From an optimization exercise on the open Yosys and OpenROAD flow, aimed at small area and a short achievable clock period; shortcuts taken in it are not production practice. At most, simulation tests tie the RTL to the original design; equivalence was not proved.

run E:
// tdma_mac_dp
module tdma_mac_dp (
    input  wire        clk,
    input  wire        rst,             
    input  wire        cap_valid,       
    input  wire [15:0] cap_value,
    input  wire        upd_valid,       
    input  wire        active_pll,      
    input  wire        period_wr,       
    input  wire [15:0] period_wr_value,
    input  wire [1:0]  ring_idx,        
    output wire [15:0] ring_word,
    output reg  [15:0] period,
    output wire [15:0] last_beacon_time,
    output wire [2:0]  ring_count,
    output reg  [1:0]  ring_cursor,
    input  wire        slot_wr,         
    input  wire [1:0]  slot_wr_idx,
    input  wire [7:0]  slot_wr_data,
    input  wire [7:0]  num_clients,
    input  wire [15:0] short_addr,
    input  wire [7:0]  local_in,
    input  wire        build_beacon,    
    input  wire        build_response,  
    input  wire        upload,          
    input  wire [4:0]  stage_idx,       
    output wire [7:0]  stage_byte,
    output wire [7:0]  tx_len,
    output wire [7:0]  seq_no
);
  ...
For scale: ~1,300 cells after synthesis, about 180 flip-flops, roughly 170 I/O pins, about 11,000 um2 of cells after synthesis.
==> module tdma_mac_dp, before the edit <==
module tdma_mac_dp (
    input  wire        clk,
    input  wire        rst,             
    input  wire        cap_valid,       
    input  wire [15:0] cap_value,
    input  wire        upd_valid,       
    input  wire        active_pll,      
    input  wire        period_wr,       
    input  wire [15:0] period_wr_value,
    input  wire [1:0]  ring_idx,        
    output wire [15:0] ring_word,
    output reg  [15:0] period,
    output wire [15:0] last_beacon_time,
    output wire [2:0]  ring_count,
    output reg  [1:0]  ring_cursor,
    input  wire        slot_wr,         
    input  wire [1:0]  slot_wr_idx,
    input  wire [7:0]  slot_wr_data,
    input  wire [7:0]  num_clients,
    input  wire [15:0] short_addr,
    input  wire [7:0]  local_in,
    input  wire        build_beacon,    
    input  wire        build_response,  
    input  wire        upload,          
    input  wire [4:0]  stage_idx,       
    output wire [7:0]  stage_byte,
    output wire [7:0]  tx_len,
    output wire [7:0]  seq_no
);
    reg [15:0] s0, s1, s2, s3;    
    reg        full;              
    assign last_beacon_time = s0;
    assign ring_count       = {full, ring_cursor & {2{~full}}};
    wire [3:0] rh;
    tdma_ring_dec u_ring_dec (.idx(ring_idx), .cursor(ring_cursor), .hit(rh));
    assign ring_word = ({16{rh[0]}} & s0) | ({16{rh[1]}} & s1) |
                       ({16{rh[2]}} & s2) | ({16{rh[3]}} & s3);
    always @(posedge clk) begin
        if (cap_valid) begin
            s1 <= s0;
            s2 <= s1;
            s3 <= s2;
        end
    end
    always @(posedge clk) begin
        if (rst) begin
            s0          <= 16'd0;
            ring_cursor <= 2'd0;
            full        <= 1'b0;
        end else if (cap_valid) begin
            s0          <= cap_value;
            ring_cursor <= ring_cursor + 2'd1;
            if (ring_cursor == 2'd3)
                full <= 1'b1;
        end
    end
    function [31:0] bk;
        input [31:0] a;
        input [31:0] b;
        input        ci;
        reg   [31:0] g, pr, x;
        integer s, i;
        begin
            x  = a ^ b;
            g  = a & b;
            pr = x;
            g[0] = g[0] | (pr[0] & ci);
            for (s = 1; s < 32; s = s * 2)
                for (i = 2 * s - 1; i < 32; i = i + 2 * s) begin
                    g[i]  = g[i] | (pr[i] & g[i - s]);
                    pr[i] = pr[i] & pr[i - s];
                end
            for (s = 8; s >= 1; s = s / 2)
                for (i = 3 * s - 1; i < 32; i = i + 2 * s) begin
                    g[i]  = g[i] | (pr[i] & g[i - s]);
                    pr[i] = pr[i] & pr[i - s];
                end
            bk = x ^ {g[30:0], ci};
        end
    endfunction
    function [63:0] csa;
        input [31:0] a;
        input [31:0] b;
        input [31:0] c;
        begin
            csa[31:0]  = a ^ b ^ c;
            csa[63:32] = {(a[30:0] & b[30:0]) | (a[30:0] & c[30:0]) | (b[30:0] & c[30:0]), 1'b0};
        end
    endfunction
    function [15:0] div5;
        input [18:0] w;
        reg   [4:0]  r;
        reg          b;
        integer i;
        begin
            r = 5'd1 << w[18:16];
            for (i = 15; i >= 0; i = i - 1) begin
                b = w[i];
                div5[i] = r[3] | r[4] | (r[2] & b);
                r = b ? {r[4], r[1], r[3], r[0], r[2]} : {r[2], r[4], r[1], r[3], r[0]};
            end
        end
    endfunction
    wire [31:0] d32 = bk({16'd0, s0}, {16'd0, ~s1}, 1'b1);
    wire [63:0] c1  = csa({16'd0, period}, {15'd0, period, 1'b0}, {12'd0, period, 4'd0});
    wire [63:0] c2  = csa(c1[31:0], c1[63:32], {16'd0, d32[15:0]});
    wire [31:0] x   = bk(c2[31:0], c2[63:32], 1'b0);
    wire [15:0] d          = d32[15:0];
    wire [15:0] ema_period = div5(x[20:2]);
    always @(posedge clk) begin
        if (rst)
            period <= 16'd0;
        else if (period_wr)
            period <= period_wr_value;
        else if (upd_valid && (full || ring_cursor[1]))
            period <= active_pll ? {2'b00, d[15:2]} : ema_period;
    end
    reg [7:0]  slot0, slot1, slot2;
    reg [7:0]  st_s0, st_s1, st_s2;    
    reg [15:0] st_sa;                  
    reg [15:0] st_per;                 
    reg [7:0]  st_z;                   
    reg        len_nz;                 
    reg        len_b;                  
    reg [7:0]  seq_last;               
    assign tx_len = {3'b000, len_nz, len_b, 2'b00, len_b};
    assign seq_no = seq_last + 8'd1;
    always @(posedge clk) begin
        if (rst) begin
            slot0 <= 8'd0;
            slot1 <= 8'd0;
            slot2 <= 8'd0;
        end else if (slot_wr) begin
            if (slot_wr_idx == 2'd0) slot0 <= slot_wr_data;
            if (slot_wr_idx == 2'd1) slot1 <= slot_wr_data;
            if (slot_wr_idx == 2'd2) slot2 <= slot_wr_data;
        end
    end
    always @(posedge clk) begin
        if (build_beacon) begin
            st_s0  <= slot0;
            st_s1  <= slot1;
            st_s2  <= slot2;
            st_per <= period;
        end
        if (build_beacon || build_response) begin
            st_sa <= short_addr;
            st_z  <= build_beacon ? num_clients : local_in;
        end
    end
    always @(posedge clk) begin
        if (rst) begin
            len_nz   <= 1'b0;
            len_b    <= 1'b0;
            seq_last <= 8'hFF;
        end else if (build_beacon || build_response) begin
            len_nz   <= 1'b1;
            len_b    <= build_beacon;
            seq_last <= seq_no;
        end else if (upload) begin
            len_nz   <= 1'b0;
            len_b    <= 1'b0;
        end
    end
    wire [7:0] k;       
    wire [8:0] ss;      
    tdma_stage_dec u_stage_dec (.idx(stage_idx), .bcn(len_b), .k(k), .sel(ss));
    tdma_stage_mux u_stage_mux (
        .k(k), .sel(ss),
        .d0(seq_last), .d1(st_sa[7:0]), .d2(st_sa[15:8]), .d3(st_per[7:0]),
        .d4(st_per[15:8]), .d5(st_z), .d6(st_s0), .d7(st_s1), .d8(st_s2),
        .q(stage_byte)
    );
endmodule
==> module tdma_stage_mux, before the edit <==
module tdma_stage_mux (
    input  wire [7:0] k,
    input  wire [8:0] sel,
    input  wire [7:0] d0, d1, d2, d3, d4, d5, d6, d7, d8,
    output wire [7:0] q
);
    assign q = k |
               ({8{sel[0]}} & d0) | ({8{sel[1]}} & d1) | ({8{sel[2]}} & d2) |
               ({8{sel[3]}} & d3) | ({8{sel[4]}} & d4) | ({8{sel[5]}} & d5) |
               ({8{sel[6]}} & d6) | ({8{sel[7]}} & d7) | ({8{sel[8]}} & d8);
endmodule
export LEC_CHECK = 0
export ABC_AREA = 1
export CAP_MARGIN = 20
export CORE_MARGIN = 2
export CORE_UTILIZATION = 35
export CTS_BUF_LIST = sky130_fd_sc_hd__clkbuf_4 sky130_fd_sc_hd__clkbuf_8
export CTS_CLUSTER_SIZE = 10
export PLACE_DENSITY = 0.8
export SLEW_MARGIN = 20
export SYNTH_HIERARCHICAL = 1
export SYNTH_MINIMUM_KEEP_SIZE = 0
create_clock -name core_clock -period 20.0 [get_ports {clk}]
standard.sh (not shown) runs the stock make flow with config.mk's settings and CLKGATE_MAP_FILE= SYNTH_SCRIPT=/design/flow/synth_recipe.tcl, a recipe that flattens the netlist after the stock synthesis.
==> flow/flow/run.sh <==
#!/bin/bash
# Standard ORFS layout (standard.sh) with small port buffers and a tighter
# setup-repair target; make's full output goes to make_finish.log.
set -euo pipefail
bash standard.sh SETUP_SLACK_MARGIN=10.5 "BUFFER_PORTS_ARGS=-buffer_cell sky130_fd_sc_hd__buf_1" finish > make_finish.log 2>&1
#### Input delta (run D over run E)
--- a/flow/design.v
+++ b/flow/design.v
@@ -165,12 +165,12 @@
     wire [7:0] k;       
     wire [8:0] ss;      
     tdma_stage_dec u_stage_dec (.idx(stage_idx), .bcn(len_b), .k(k), .sel(ss));
-    tdma_stage_mux u_stage_mux (
-        .k(k), .sel(ss),
-        .d0(seq_last), .d1(st_sa[7:0]), .d2(st_sa[15:8]), .d3(st_per[7:0]),
-        .d4(st_per[15:8]), .d5(st_z), .d6(st_s0), .d7(st_s1), .d8(st_s2),
-        .q(stage_byte)
-    );
+    assign stage_byte = k |
+                        ({8{ss[0]}} & seq_last)    |
+                        ({8{ss[1]}} & st_sa[7:0])  | ({8{ss[2]}} & st_sa[15:8])  |
+                        ({8{ss[3]}} & st_per[7:0]) | ({8{ss[4]}} & st_per[15:8]) |
+                        ({8{ss[5]}} & st_z)        |
+                        ({8{ss[6]}} & st_s0) | ({8{ss[7]}} & st_s1) | ({8{ss[8]}} & st_s2);
 endmodule
 module tdma_ring_dec (
     input  wire [1:0] idx,
@@ -201,14 +201,3 @@
                   (e[5] & bcn) | (e[7] & rsp),
                   e[2]};
 endmodule
-module tdma_stage_mux (
-    input  wire [7:0] k,
-    input  wire [8:0] sel,
-    input  wire [7:0] d0, d1, d2, d3, d4, d5, d6, d7, d8,
-    output wire [7:0] q
-);
-    assign q = k |
-               ({8{sel[0]}} & d0) | ({8{sel[1]}} & d1) | ({8{sel[2]}} & d2) |
-               ({8{sel[3]}} & d3) | ({8{sel[4]}} & d4) | ({8{sel[5]}} & d5) |
-               ({8{sel[6]}} & d6) | ({8{sel[7]}} & d7) | ({8{sel[8]}} & d8);
-endmodule
--- outcome ---
- Compared with run E, in run D multi-input combinational cell count saw a decrease, smallest setup slack after layout saw a decrease, register share of the cell area saw a decrease.
- Comparing run E with run D, the worst hold slack came out essentially unchanged.
- NOTE cell count after synthesis run E->run D decreased by a few percent
- Clock-buffer cell count in run D is 1 higher than in run E
Only the layout flow was run in run D; the RTL was not checked for function there.

## re-timing with driven ports
No port has a modelled driver above. Below, the same layouts with a new extraction and two added sets of constraints. Step 1, drivers: a clkbuf_16 drives clk and a buf_2 each remaining input, both assumed. Step 2 adds t to the input delays and takes it off the output delays; t is the mean of the earliest and latest rising clock arrival at the registers after step 1. Input paths then give back, and output paths get back, about the clock's delay inside the block. Slacks: no drivers / after step 1 / after step 2; pairs: no drivers / after step 1.
run	shift t [ns]	setup slack, ns	latest minus earliest clock arrival (ns)	worst slew at a driven data input, ns
run E	0.503	10.583 / 10.558 / 10.558	0.021 / 0.022	0.09
run D	0.516	10.504 / 10.452 / 10.452	0.019 / 0.019	0.07
After both steps setup and hold are still met in every run listed. For run D, which loses most, drivers alone change the setup slack by -0.052 ns; drivers and shift together by -0.052 ns.
